This is an optimization exercise on Yosys and OpenROAD, whose aim is small area, a short achievable clock period and few clock cycles per item, not a production implementation.
Only simulation tests tie the RTL to the original design; equivalence was not proved.
Power is estimated from default activity; no workload was simulated.

== build 28 ==
==> flow/design.v <==
module pfor_select (
    input  wire        clk,
    input  wire        rst,           
    input  wire        in_valid,
    output wire        in_ready,
    input  wire [31:0] in_data,
    input  wire        in_delta,      
    input  wire        in_restart,    
    output wire        out_valid,
    input  wire        out_ready,
    output wire [5:0]  out_b,
    output wire [7:0]  out_cexcept,
    output wire [5:0]  out_maxb
);
    function [5:0] hib64;
        input [63:0] v;
        reg [31:0] a1; reg [31:0] i1;
        reg [15:0] a2; reg [31:0] i2;
        reg [7:0]  a3; reg [23:0] i3;
        reg [3:0]  a4; reg [15:0] i4;
        reg [1:0]  a5; reg [9:0]  i5;
        integer g;
        begin
            for (g = 0; g < 32; g = g + 1) begin
                a1[g] = v[2*g+1] | v[2*g];
                i1[g] = v[2*g+1];
            end
            for (g = 0; g < 16; g = g + 1) begin
                a2[g] = a1[2*g+1] | a1[2*g];
                i2[2*g+:2] = a1[2*g+1] ? {1'b1, i1[2*g+1]} : {1'b0, i1[2*g]};
            end
            for (g = 0; g < 8; g = g + 1) begin
                a3[g] = a2[2*g+1] | a2[2*g];
                i3[3*g+:3] = a2[2*g+1] ? {1'b1, i2[4*g+2+:2]} : {1'b0, i2[4*g+:2]};
            end
            for (g = 0; g < 4; g = g + 1) begin
                a4[g] = a3[2*g+1] | a3[2*g];
                i4[4*g+:4] = a3[2*g+1] ? {1'b1, i3[6*g+3+:3]} : {1'b0, i3[6*g+:3]};
            end
            for (g = 0; g < 2; g = g + 1) begin
                a5[g] = a4[2*g+1] | a4[2*g];
                i5[5*g+:5] = a4[2*g+1] ? {1'b1, i4[8*g+4+:4]} : {1'b0, i4[8*g+:4]};
            end
            hib64 = a5[1] ? {1'b1, i5[9:5]} : {1'b0, i5[4:0]};
        end
    endfunction
    reg         in_rdy;
    reg  [6:0]  cnt;           
    reg         blk_delta;     
    reg  [31:0] d_r;           
    reg         v_r;           
    reg         rs_r;          
    reg         use_r;         
    reg         last_r;        
    wire        accept = in_valid & in_rdy;
    wire        first  = (cnt == 7'd0);
    reg  [31:0] prev;          
    reg         pz;            
    reg  [5:0]  w_r;           
    reg  [5:0]  wl;            
    reg         v_w;
    reg         last_w;
    reg         rst_r;
    wire [31:0] x      = d_r - (use_r ? prev : 32'd0);
    wire [5:0]  width  = hib64({31'd0, x, 1'b0});
    wire        pz_next = v_r ? (~blk_delta & (rs_r | pz)) : pz;
    reg  [6:0]  freq [1:32];   
    wire [32:1] pres;          
    reg         full;          
    reg         scanning;
    reg  [6:0]  fr;            
    reg  [7:0]  dacc;          
    reg  [5:0]  cb;            
    reg         v1;
    reg  [5:0]  kf;            
    reg  [7:0]  dk;            
    reg  [5:0]  bk;
    reg         vk;
    reg  [12:0] q_r;           
    reg  [5:0]  b_r;
    reg  [7:0]  e_r;
    reg         v2;
    reg  [5:0]  maxb;
    reg  [5:0]  best_b;
    reg  [7:0]  best_c;
    reg  [12:0] best_q;
    reg         outv;
    reg         done_r;
    integer j;
    reg  [32:1] above;         
    reg  [32:1] hot;           
    always @* begin
        above[32] = 1'b0;
        for (j = 31; j >= 1; j = j - 1)
            above[j] = above[j+1] | pres[j+1];
        hot = pres & ~above;
    end
    wire [5:0]  idx  = hib64({31'd0, pres, 1'b0});
    reg  [6:0]  fsel;
    always @* begin
        fsel = 7'd0;
        for (j = 1; j <= 32; j = j + 1)
            fsel = fsel | ({7{hot[j]}} & freq[j]);
    end
    wire        any   = |pres;
    wire        start = full & ~scanning & ~outv;
    wire        step  = start | scanning;    
    wire        better = q_r > best_q;
    wire [13:0] bound  = {1'b0, q_r} + {1'b0, b_r, 7'd0};
    wire        prune  = bound <= {1'b0, best_q};
    wire        done_scan = v2 & ((b_r == 6'd0) | prune);
    wire        done_now  = start & ~any;
    wire        done  = done_scan | done_now;
    assign in_ready    = in_rdy;
    assign out_valid   = outv;
    assign out_b       = best_b;
    assign out_cexcept = best_c;
    assign out_maxb    = maxb;
    always @(posedge clk) begin
        d_r   <= in_data;
        use_r <= first ? (in_delta & ~in_restart & ~pz_next)
                       : (blk_delta & ~pz_next);
        if (accept & first)
            blk_delta <= in_delta;
        if (rst) begin
            in_rdy <= 1'b1;
            cnt    <= 7'd0;
            v_r    <= 1'b0;
            rs_r   <= 1'b0;
            last_r <= 1'b0;
        end else begin
            v_r    <= accept;
            rs_r   <= accept & first & in_restart;
            last_r <= accept & (cnt == 7'd127);
            if (accept)
                cnt <= cnt + 7'd1;
            if (accept & (cnt == 7'd127))
                in_rdy <= 1'b0;
            else if (done)
                in_rdy <= 1'b1;
        end
    end
    always @(posedge clk) begin
        w_r   <= width;
        rst_r <= rst;
        if (v_w)
            wl <= w_r;
        if (v_r & blk_delta)
            prev <= d_r;
        if (rst) begin
            pz     <= 1'b1;
            v_w    <= 1'b0;
            last_w <= 1'b0;
        end else begin
            pz     <= pz_next;
            v_w    <= v_r;
            last_w <= last_r;
        end
    end
    genvar w;
    generate
        for (w = 1; w <= 32; w = w + 1) begin : g_hist
            wire [7:0] t;
            wire [6:0] s;
            assign t[0] = v_w && (w_r == w);
            genvar i;
            for (i = 0; i < 7; i = i + 1) begin : g_bit
                assign s[i]   = freq[w][i] ^ t[i];
                assign t[i+1] = freq[w][i] & t[i];
            end
            always @(posedge clk) begin
                if (rst_r | done_r | (step & hot[w]))
                    freq[w] <= 7'd0;
                else
                    freq[w] <= s;
            end
            assign pres[w] = |freq[w];
        end
    endgenerate
    always @(posedge clk) begin
        fr   <= step ? fsel : 7'd0;
        cb   <= idx;
        kf   <= 6'd8 + maxb - cb;
        dk   <= dacc;
        bk   <= cb;
        q_r  <= kf * dk;
        b_r  <= bk;
        e_r  <= 8'd128 - dk;
        if (start)
            dacc <= 8'd128;
        else
            dacc <= dacc - {1'b0, fr};
        if (start) begin
            best_q <= 13'd0;
            best_b <= wl;
            best_c <= 8'd0;
        end else if (v2 & better) begin
            best_b <= b_r;
            best_c <= e_r;
            best_q <= q_r;
        end
        if (start)
            maxb <= any ? idx : wl;
        if (rst) begin
            full     <= 1'b0;
            scanning <= 1'b0;
            v1       <= 1'b0;
            vk       <= 1'b0;
            v2       <= 1'b0;
            outv     <= 1'b0;
            done_r   <= 1'b0;
        end else begin
            done_r  <= done;
            v1      <= step & ~done;
            vk      <= v1 & ~done;
            v2      <= vk & ~done;
            if (outv & out_ready)
                outv <= 1'b0;
            if (v_w & last_w)
                full <= 1'b1;
            if (start) begin
                full     <= 1'b0;
                scanning <= any;
                if (~any)
                    outv <= 1'b1;
            end else if (done_scan) begin
                scanning <= 1'b0;
                outv     <= 1'b1;
            end
        end
    end
endmodule
clock: 11.0 ns
lec_check: 0
cap_margin: 20
core_margin: 2
core_utilization: 40
place_density: 0.6
slew_margin: 20
setup_slack_margin: 7.4
buffer_ports_args: -buffer_cell sky130_fd_sc_hd__buf_2
standard.sh (not shown) runs the stock make flow with config.mk's settings and CLKGATE_MAP_FILE= SYNTH_SCRIPT=/design/flow/synth_recipe.tcl, a recipe that flattens the netlist after the stock synthesis.
==> flow/flow/run.sh <==
#!/bin/bash
# Own flow: the standard layout (standard.sh, standard synthesis), with
# extra ORFS settings from flow/extra.mk: repair timing towards a tighter
# setup slack target and faster port buffers. The make output goes to
# standard.log; ORFS keeps each tool's log under orfs/logs/.
cat flow/extra.mk >> config.mk
bash standard.sh > standard.log 2>&1
==> flow/flow/extra.mk <==
# Optimisation targets for the layout tools (the SDC and clock are unchanged)
export SETUP_SLACK_MARGIN = 7.4
export BUFFER_PORTS_ARGS = -buffer_cell sky130_fd_sc_hd__buf_2
Build 28 did not stop at any stage, and its layout met the timing, design-rule and antenna checks.
Testbench counts of build 28, summed over its fixed seeds: cycles 71,595, items 512.
Setup changes, build 28 to build 35
-- flow/config.mk --
<<< build 28, line 9
export CORE_MARGIN = 2
export CORE_UTILIZATION = 40
export PLACE_DENSITY = 0.6
export SLEW_MARGIN = 20
>>> build 35, line 9
export CORE_MARGIN = 2
export CORE_UTILIZATION = 60
export CTS_BUF_LIST = sky130_fd_sc_hd__clkbuf_8
export PLACE_DENSITY = 0.75
export SLEW_MARGIN = 20
## What came out
For clock network power consumption, dividing the value from build 35 by the value from build 28 gives 0.912.
Compared with build 28, first-pass GRT wire length in build 35 decreased slightly.
For build 35, the highest metal layer with signal wires was met4, unlike build 28, where it was met5.
There was hardly any difference in synthesized flop and latch total between build 28 and build 35.
Input changes introduced in build 47 (baseline for comparison: build 35):
==> flow/flow/extra.mk <==
# Optimisation targets for the layout tools (the SDC and clock are unchanged)
export SETUP_SLACK_MARGIN = 7.6
export BUFFER_PORTS_ARGS = -buffer_cell sky130_fd_sc_hd__buf_2
==> flow/config.mk <==
export PLATFORM = sky130hd
export DESIGN_NAME = pfor_select
export DESIGN_NICKNAME = pfor_select
export VERILOG_FILES = /design/flow/design.v
export SDC_FILE = /design/flow/constraint.sdc
export NUM_CORES = 4
export LEC_CHECK = 0
export CAP_MARGIN = 20
export CORE_MARGIN = 2
export CORE_UTILIZATION = 40
export PLACE_DENSITY = 0.6
export SLEW_MARGIN = 20
# Optimisation targets for the layout tools (the SDC and clock are unchanged)
export SETUP_SLACK_MARGIN = 7.6
export BUFFER_PORTS_ARGS = -buffer_cell sky130_fd_sc_hd__buf_2
Findings:
- Note that the half-perimeter wire length after detailed placement recorded for build 47 amounts to 1.06 times the value seen in build 35.
- Build 35 → build 47: cell depth of the worst flop-to-flop path saw a decrease, final clock period utilization by the worst path saw a decrease.
- Comparing buffer count excluding the clock tree in the final layout for build 47 and build 35, the smaller number came from build 35.
diff inputs: build 47 => build 14
==> flow/flow/extra.mk <==
# Optimisation targets for the layout tools (the SDC and clock are unchanged)
export SETUP_SLACK_MARGIN = 7.4
export BUFFER_PORTS_ARGS = -buffer_cell sky130_fd_sc_hd__buf_2
==> flow/config.mk <==
export PLATFORM = sky130hd
export DESIGN_NAME = pfor_select
export DESIGN_NICKNAME = pfor_select
export VERILOG_FILES = /design/flow/design.v
export SDC_FILE = /design/flow/constraint.sdc
export NUM_CORES = 4
export LEC_CHECK = 0
export CAP_MARGIN = 20
export CORE_MARGIN = 2
export CORE_UTILIZATION = 50
export PLACE_DENSITY = 0.65
export SLEW_MARGIN = 20
# Optimisation targets for the layout tools (the SDC and clock are unchanged)
export SETUP_SLACK_MARGIN = 7.4
export BUFFER_PORTS_ARGS = -buffer_cell sky130_fd_sc_hd__buf_2
## What came out
- Every stage of the flow completed for build 14, and the final layout passed the timing, design-rule and antenna checks.
- Looking at class of the most critical setup path, the register to output port result is from build 47; the register to register one comes from build 14.
- Build 47 → build 14: switching share of power ~0 delta, total power density per cell area dropped 0.40%, post-CTS resize count saw a decrease, final design area excluding fillers lower, post-detailed-placement half-perimeter wirelength moved down.
- Compared with build 47, build 14 improves die outline area.
- Build 47 has a higher met3 capacity usage during global routing than build 14.
- In build 14, the first-pass GRT wire length came out 2300 microns below the value in build 47.
For build 98, these inputs were changed with respect to build 14:
==> flow/flow/extra.mk <==
# Optimisation targets for the layout tools (the SDC and clock are unchanged)
export SETUP_SLACK_MARGIN = 7.5
export BUFFER_PORTS_ARGS = -buffer_cell sky130_fd_sc_hd__buf_2
==> flow/config.mk <==
export PLATFORM = sky130hd
export DESIGN_NAME = pfor_select
export DESIGN_NICKNAME = pfor_select
export VERILOG_FILES = /design/flow/design.v
export SDC_FILE = /design/flow/constraint.sdc
export NUM_CORES = 4
export LEC_CHECK = 0
export CAP_MARGIN = 20
export CORE_MARGIN = 2
export CORE_UTILIZATION = 40
export PLACE_DENSITY = 0.6
export SLEW_MARGIN = 20
# Optimisation targets for the layout tools (the SDC and clock are unchanged)
export SETUP_SLACK_MARGIN = 7.5
export BUFFER_PORTS_ARGS = -buffer_cell sky130_fd_sc_hd__buf_2
--- outcome ---
- Build 98: post-layout minimum cycle time is 0.029 ns lower than what build 14 reported.
- Cell area | build 98 vs build 14 | build 98 larger
- Build 98 vs. build 14: critical path depth +4, average wire per cell in the routed design shows a reduction of 0.17 microns, worst-margin pin slew lost 0.079 ns.
- | number of DRC markers in iteration 0 | build 98 vs build 14 | worse |
- Number of detailed-routing iterations run before antenna repair ended up 1 higher on build 98 than on build 14.
- On static leakage power, build 98 does worse than build 14.
- Number of antenna violations at the first check in global routing: build 98 and build 14 compared, lower one is build 14
- Looking at total design power, build 98 sits above build 14.
- Re flip-flop and latch count: no difference whatsoever between build 98 and build 14.
[inputs] build 16 vs build 98
==> flow/flow/extra.mk <==
# Optimisation targets for the layout tools (the SDC and clock are unchanged)
export SETUP_SLACK_MARGIN = 7.4
export BUFFER_PORTS_ARGS = -buffer_cell sky130_fd_sc_hd__buf_2
-- flow/config.mk --
<<< build 98, line 10
export CORE_UTILIZATION = 40
export PLACE_DENSITY = 0.6
>>> build 16, line 10
export CORE_UTILIZATION = 40
export CTS_CLUSTER_DIAMETER = 80
export CTS_CLUSTER_SIZE = 32
export PLACE_DENSITY = 0.6
<<< build 98, line 13
# Optimisation targets for the layout tools (the SDC and clock are unchanged)
export SETUP_SLACK_MARGIN = 7.5
export BUFFER_PORTS_ARGS = -buffer_cell sky130_fd_sc_hd__buf_2
>>> build 16, line 15
# Optimisation targets for the layout tools (the SDC and clock are unchanged)
export SETUP_SLACK_MARGIN = 7.4
export BUFFER_PORTS_ARGS = -buffer_cell sky130_fd_sc_hd__buf_2
==> comparison <==
- No run among build 16 and build 98 stopped early or left any final violation; all are clean.
- Between build 16 and build 98, the difference in area taken by flip-flops and latches is negligible.
- Looking only at worst setup slack after placement, and setting everything else aside, the higher value of build 16 and build 98 goes to build 16.
- Compared with build 98, build 16 supports a lower clock frequency.
- Diff build 98 -> build 16: area added between synthesis and finish went down by 5.6 points; total detailed-routing wirelength shows a reduction of 2.8%; post-route fraction of the period consumed by the critical path rose 0.19 points; global-route usage went down 0.59 points.

---

// pfor_select: RTL as listed in full above, without the edits since
==> flow/config.mk <==
export PLATFORM = sky130hd
export DESIGN_NAME = pfor_select
export DESIGN_NICKNAME = pfor_select
export VERILOG_FILES = /design/flow/design.v
export SDC_FILE = /design/flow/constraint.sdc
export NUM_CORES = 4
export LEC_CHECK = 0
export CAP_MARGIN = 20
export CORE_MARGIN = 2
export CORE_UTILIZATION = 40
export CTS_CLUSTER_DIAMETER = 60
export CTS_CLUSTER_SIZE = 24
export PLACE_DENSITY = 0.6
export SLEW_MARGIN = 20
# Optimisation targets for the layout tools (the SDC and clock are unchanged)
export SETUP_SLACK_MARGIN = 7.4
export BUFFER_PORTS_ARGS = -buffer_cell sky130_fd_sc_hd__buf_2
==> flow/constraint.sdc <==
create_clock -name core_clock -period 11.0 [get_ports {clk}]
set_input_delay 2.2000 -clock core_clock [delete_from_list [all_inputs] [get_ports {clk}]]
set_output_delay 2.2000 -clock core_clock [all_outputs]
set_load 0.01 [all_outputs]
==> flow/flow/extra.mk <==
# Optimisation targets for the layout tools (the SDC and clock are unchanged)
export SETUP_SLACK_MARGIN = 7.4
export BUFFER_PORTS_ARGS = -buffer_cell sky130_fd_sc_hd__buf_2
Scripts as last shown in full above: flow/flow/run.sh
Testbench counts at the start, summed over its fixed seeds: cycles 71,595, items 512.
==> next run, changes <==
--- a/flow/config.mk
+++ b/flow/config.mk
@@ -9,6 +9,6 @@
 export CORE_MARGIN = 2
 export CORE_UTILIZATION = 40
-export CTS_CLUSTER_DIAMETER = 60
-export CTS_CLUSTER_SIZE = 24
+export CTS_CLUSTER_DIAMETER = 70
+export CTS_CLUSTER_SIZE = 28
 export PLACE_DENSITY = 0.6
 export SLEW_MARGIN = 20
Sequential share of layout area climbs by 0.15 points. Die area is unchanged. Cell area drops slightly. Synthesized area is unchanged. Clock skew is about the same. Utilization drops by 0.20 points. Sequential power hardly moves.
==> next run, changes <==
==> flow/flow/extra.mk (replaced) <==
# Optimisation targets for the layout tools (the SDC and clock are unchanged)
export SETUP_SLACK_MARGIN = 7.3
export BUFFER_PORTS_ARGS = -buffer_cell sky130_fd_sc_hd__buf_2
--- a/flow/config.mk
+++ b/flow/config.mk
@@ -9,9 +9,7 @@
 export CORE_MARGIN = 2
 export CORE_UTILIZATION = 40
-export CTS_CLUSTER_DIAMETER = 70
-export CTS_CLUSTER_SIZE = 28
 export PLACE_DENSITY = 0.6
 export SLEW_MARGIN = 20
 # Optimisation targets for the layout tools (the SDC and clock are unchanged)
-export SETUP_SLACK_MARGIN = 7.4
+export SETUP_SLACK_MARGIN = 7.3
 export BUFFER_PORTS_ARGS = -buffer_cell sky130_fd_sc_hd__buf_2
Outcome: The changed run went through all stages and came out clean; die area is unchanged; count of clock-buffer cells in the layout went up by 32; setup slack loses 0.023 ns; final cell count went up slightly; wire length went down slightly; final area went up slightly; total power went up by roughly a tenth; sequential power is about the same; synthesized area is unchanged.

## re-timing with driven ports
In the flow no input, the clock included, has a driving cell. The finished layouts below were timed again as built, in two steps.
Step 1 (the two cells are an assumption about what drives the block):
set clk [get_ports {clk}]
set_driving_cell -lib_cell sky130_fd_sc_hd__clkbuf_16 $clk
set_driving_cell -lib_cell sky130_fd_sc_hd__buf_2 [delete_from_list [all_inputs] $clk]
Step 2 times the ports against the registers' clock, not the clock port: input delays grow and output delays shrink by t, the midpoint of the rising clock arrivals with the driver on.
a / b / c = no drivers / after step 1 / after step 2; a / b = the first two.
run	t (ns)	slack for setup (ns)	worst setup path at the end
build 28	0.652	7.510 / 7.451 / 7.520	register to register
build 35	0.664	7.437 / 7.437 / 7.261	input to register
build 47	0.650	7.519 / 7.457 / 7.576	register to register
build 14	0.626	7.474 / 7.474 / 7.474	register to register
build 98	0.643	7.503 / 7.503 / 7.503	register to register
build 16	0.643	7.482 / 7.435 / 7.482	register to register
the first run of note 2	0.613	7.448 / 7.448 / 7.448	register to register
the second run of note 2	0.657	7.423 / 7.423 / 7.423	register to register
the third run of note 2	0.647	7.400 / 7.400 / 7.400	register to register
After both steps every run listed still meets setup and hold. The setup slack of build 35, which loses most, moves by 0.000 ns with the drivers and by -0.176 ns with both steps.
